Source: an optimization exercise on an open RTL-to-GDS flow (aim: small area, a short achievable clock period and few clock cycles per item). Production flows keep margins and buffers that such runs may drop.
RTL that was checked went through simulation tests only; none was proved equivalent to the original.
Power is estimated from default activity; no workload was simulated.

== fjord ==
==> flow/design.v (excerpt) <==
module m64p_unit (
    input  wire        clk,
    input  wire        rst,
    input  wire        in_valid,
    output wire        in_ready,
    input  wire [2:0]  in_kind,
    input  wire [3:0]  in_reg,
    input  wire [63:0] in_data,
    output wire        out_valid,
    output wire [63:0] out_data
);
For scale: roughly 18000 cells after synthesis, ~2000 flip-flops, roughly 140 I/O pins.
Settings: LEC_CHECK=0, CAP_MARGIN=30, CORE_MARGIN=2, CORE_UTILIZATION=30, GPL_ROUTABILITY_DRIVEN=1, PLACE_DENSITY=0.45, SLEW_MARGIN=50; clock period 18.0 ns.
standard.sh (not shown) runs the stock make flow with config.mk's settings and CLKGATE_MAP_FILE= SYNTH_SCRIPT=/design/flow/synth_recipe.tcl, a recipe that flattens the netlist after the stock synthesis.
==> flow/flow/run.sh <==
#!/bin/bash
set -euo pipefail
cd "$(dirname "$0")/.."
# synthesis .. CTS: the CTS-stage repair aims at about 5.5 ns
bash standard.sh SETUP_SLACK_MARGIN=12.5 cts > flow_to_cts.log 2>&1
# global route .. finish: repair again after global routing
bash standard.sh SETUP_SLACK_MARGIN=12.5 TNS_END_PERCENT=30 finish > flow_to_finish.log 2>&1
Edits applied to the flow inputs when going from fjord to maple:
diff --git a/flow/design.v b/flow/design.v
--- a/flow/design.v
+++ b/flow/design.v
@@ -36,18 +36,19 @@
     reg         sk_v;
     reg  [2:0]  sk_kind;
     reg  [3:0]  sk_reg;
     reg  [63:0] sk_data;
     reg         ir_v;
     reg  [2:0]  ir_kind;
     reg  [3:0]  ir_reg;
     reg  [63:0] ir_data;
     reg  [3:0]  ir_ra;       
+    reg  [15:0] ir_sa, ir_sb;    
     reg         ir_ph;       
     wire        adv;         
     wire        ir_free = !ir_v || adv;
     assign in_ready = !sk_v;
     wire   acc      = in_valid && !sk_v;
     always @(posedge clk) begin
         if (rst) begin
             sk_v <= 1'b0;
             ir_v <= 1'b0;
@@ -64,23 +65,27 @@
             sk_reg  <= in_reg;
             sk_data <= in_data;
         end
         if (ir_free) begin
             if (sk_v) begin
                 ir_kind <= sk_kind;
                 ir_reg  <= sk_reg;
                 ir_data <= sk_data;
                 ir_ra   <= (sk_kind == K_READ_REG) ? sk_reg : sk_data[19:16];
+                ir_sa   <= 16'd1 << ((sk_kind == K_READ_REG) ? sk_reg : sk_data[19:16]);
+                ir_sb   <= 16'd1 << sk_data[15:12];
             end else begin
                 ir_kind <= in_kind;
                 ir_reg  <= in_reg;
                 ir_data <= in_data;
                 ir_ra   <= (in_kind == K_READ_REG) ? in_reg : in_data[19:16];
+                ir_sa   <= 16'd1 << ((in_kind == K_READ_REG) ? in_reg : in_data[19:16]);
+                ir_sb   <= 16'd1 << in_data[15:12];
             end
         end
     end
     reg  [63:0] W [0:15];
     reg  [63:0] s0, s1;
     reg         faulted;
     reg  [3:0]  cause;
     reg  [31:0] faultword;
     reg  [15:0] pend;        
@@ -187,25 +192,35 @@
     wire        x_flt;
     wire [3:0]  flt_cause;
     wire [31:0] flt_word;
     wire [3:0]  st_cause = x_flt ? flt_cause : cause;
     wire        st_flt   = x_flt || faulted;
     wire [31:0] st_word  = x_flt ? flt_word : faultword;
     reg x_resp;
     assign out_valid = x_resp;
     assign out_data  = x_a;
+    reg  [63:0] rd_a, rd_b;
+    integer ri;
+    always @(*) begin
+        rd_a = 64'd0;
+        rd_b = 64'd0;
+        for (ri = 0; ri < 16; ri = ri + 1) begin
+            rd_a = rd_a | (W[ri] & {64{ir_sa[ri]}});
+            rd_b = rd_b | (W[ri] & {64{ir_sb[ri]}});
+        end
+    end
     wire        a_reg  = !(k_wr || k_st || k_fw);
     wire        b_reg  = !(illegal || o_shi);
     wire [63:0] a_base = k_wr ? ir_data :
                          k_st ? {56'd0, st_cause, 3'd0, st_flt} :
-                         k_fw ? {32'd0, st_word} : W[ir_ra];
+                         k_fw ? {32'd0, st_word} : rd_a;
     wire [63:0] b_base = illegal ? {32'd0, cw} :
-                         o_shi ? {{56{imm8[7]}}, imm8} : W[rb];
+                         o_shi ? {{56{imm8[7]}}, imm8} : rd_b;
     wire [63:0] xa_n   = (a_reg && x_we && (x_wa == ir_ra)) ? x_wd :
                          (a_reg && m_wr && (m_wa == ir_ra)) ? m_res_w :
                          (a_reg && d_wr && !d_fin && (d_rd == ir_ra)) ? d_res_w : a_base;
     wire [63:0] xb_n   = (b_reg && x_we && (x_wa == rb)) ? x_wd :
                          (b_reg && m_wr && (m_wa == rb)) ? m_res_w :
                          (b_reg && d_wr && !d_fin && (d_rd == rb)) ? d_res_w : b_base;
     always @(posedge clk) begin
         if (rst) begin
             x_v    <= 1'b0;
--- outcome ---
Having completed the whole flow, maple delivered a layout that passed the timing, DRC and antenna checks.
Looking at the reports, fjord completed the entire flow and the layout it produced met the timing, DRC and antenna checks.
Relative to fjord, the synthesized netlist cell count measured on maple has decreased by a few percent.
Compared with fjord, maple shows worst hold slack after final layout lower by 0.0037 ns.
In maple the number of flops mapped to enable cells by yosys turned out 32 higher than in fjord.
When the final numbers for fjord and maple were put side by side, the part of the total power dissipated in the clock network turned out to be smaller in fjord.
maple vs fjord — worst setup slack dropped 0.053 ns.
fjord -> maple: via count decreased by a few percent
Function was not checked in any run of this note: the RTL went through the layout flow alone.

* * *

m64p_unit, a different RTL version from the one above (not shown whole).
For scale: roughly 17000 cells after synthesis, roughly 2000 flip-flops, roughly 140 I/O pins.
export LEC_CHECK = 0
export CAP_MARGIN = 30
export CORE_MARGIN = 2
export CORE_UTILIZATION = 30
export GPL_ROUTABILITY_DRIVEN = 1
export PLACE_DENSITY = 0.45
export SLEW_MARGIN = 50
create_clock -name core_clock -period 18.0 [get_ports {clk}]
Scripts as last shown in full above: flow/flow/run.sh
Testbench counts at the start, summed over its fixed seeds: cycles 20,648, txns 16,168.
Next try:
--- a/flow/design.v
+++ b/flow/design.v
@@ -245,30 +245,37 @@
         end
     end
     wire x_cok   = xk_cmd && !faulted && !x_ill;
     wire divzero = x_div  && (x_b[31:0] == 32'd0);
     wire empty   = x_pick && (x_a[31:0] == 32'd0);
     assign x_flt = x_v && xk_cmd && !faulted && (x_ill || divzero || empty);
     assign flt_cause = x_ill ? CAUSE_ILLEGAL : divzero ? CAUSE_DIVZERO : CAUSE_EMPTY;
     assign flt_word  = x_ill ? x_b[31:0] :
                        {x_div ? OP_DIVMOD : OP_PICK, x_d, x_ra,
                         x_div ? x_rb : 4'd0, 12'd0};
     wire x_exec  = x_v && x_cok && !divzero && !empty;      
-    wire [31:0]  sh_n   = x_b[31:0];
-    wire         sh_rgt = (sh_n[31:6] == 26'd0);
-    wire         sh_lft = (sh_n[31:6] == 26'h3FFFFFF) && (sh_n[5:0] != 6'd0);
-    wire [5:0]   sh_k   = sh_n[5:0];
-    wire [127:0] sh_dbl = {x_a, x_a} >> sh_k;
-    wire [63:0]  sh_rot = sh_dbl[63:0];
-    wire [63:0]  sh_t   = {64{1'b1}} >> sh_k;
-    wire [63:0]  sh_out = sh_rot & (sh_rgt ? sh_t : sh_lft ? ~sh_t : 64'd0);
+    function [63:0] rev64;
+        input [63:0] v;
+        integer k;
+        begin
+            for (k = 0; k < 64; k = k + 1)
+                rev64[k] = v[63 - k];
+        end
+    endfunction
+    wire [31:0] sh_n   = x_b[31:0];
+    wire        sh_rgt = (sh_n[31:6] == 26'd0);
+    wire        sh_lft = (sh_n[31:6] == 26'h3FFFFFF) && (sh_n[5:0] != 6'd0);
+    wire [5:0]  sh_amt = sh_lft ? (6'd0 - sh_n[5:0]) : sh_n[5:0];
+    wire [63:0] sh_in  = sh_lft ? rev64(x_a) : x_a;
+    wire [63:0] sh_r   = sh_in >> sh_amt;
+    wire [63:0] sh_out = sh_lft ? rev64(sh_r) : sh_rgt ? sh_r : 64'd0;
     function [63:0] mix;
         input [63:0] a, b;
         reg   [63:0] x;
         begin
             x   = a ^ (a >> 23);
             mix = x ^ b ^ (x << 17) ^ (b << 26);
         end
     endfunction
     reg  [63:0] t;
     wire [63:0] prng_out = t + s1;
     wire [31:0] dv_x  = x_div ? x_a[31:0] : prng_out[31:0];    
What happened: Critical path depth goes up by 15; first-iteration DRC count goes up by 3.1%; utilization hardly moves; power goes down by 11%; sequential cell count does not change; cell area goes up by 1.6%; via count goes up by 2.9%; combinational power goes down by 30%; hold slack gets worse by 0.0083 ns; die area goes up by 1.3%; global-route usage goes up by 2.1 points; routed wire length goes up by 6.1%; count of clock-buffer cells in the layout goes down by 37; setup slack hardly moves.
Testbench counts after the change, summed over its fixed seeds: cycles 20,648, txns 16,168.

-- re-timing with driven ports --
In the flow no input, the clock included, has a driving cell. The finished layouts below were timed again as built, in two steps. Step 1: set_driving_cell puts a clkbuf_16 on clk and a buf_2 on each other input, an assumption about the parent block. Step 2 adds t to the input delays and takes it off the output delays; t is the mean of the earliest and latest rising clock arrival at the registers after step 1. Input paths then give back, and output paths get back, about the clock's delay inside the block. a / b / c = no drivers / after step 1 / after step 2; a / b = the first two.
| run | t (ns) | slack for setup (ns) | worst hold slack (ns) | worst register clock-pin slew, ns |
|---|---|---|---|---|
| fjord | 1.131 | 12.057 / 12.057 / 12.057 | 0.468 / 0.468 / 0.468 | 0.08 / 0.08 |
| maple | 1.144 | 12.004 / 12.004 / 11.983 | 0.464 / 0.464 / 0.464 | 0.09 / 0.09 |
| the first run of note 2 | 1.117 | 12.101 / 12.101 / 12.101 | 0.468 / 0.468 / 0.468 | 0.07 / 0.07 |
| the second run of note 2 | 1.187 | 12.103 / 12.103 / 12.103 | 0.459 / 0.459 / 0.459 | 0.09 / 0.09 |
After both steps every run listed still meets setup and hold. For maple, which loses most, drivers alone change the setup slack by 0.000 ns; drivers and shift together by -0.021 ns.
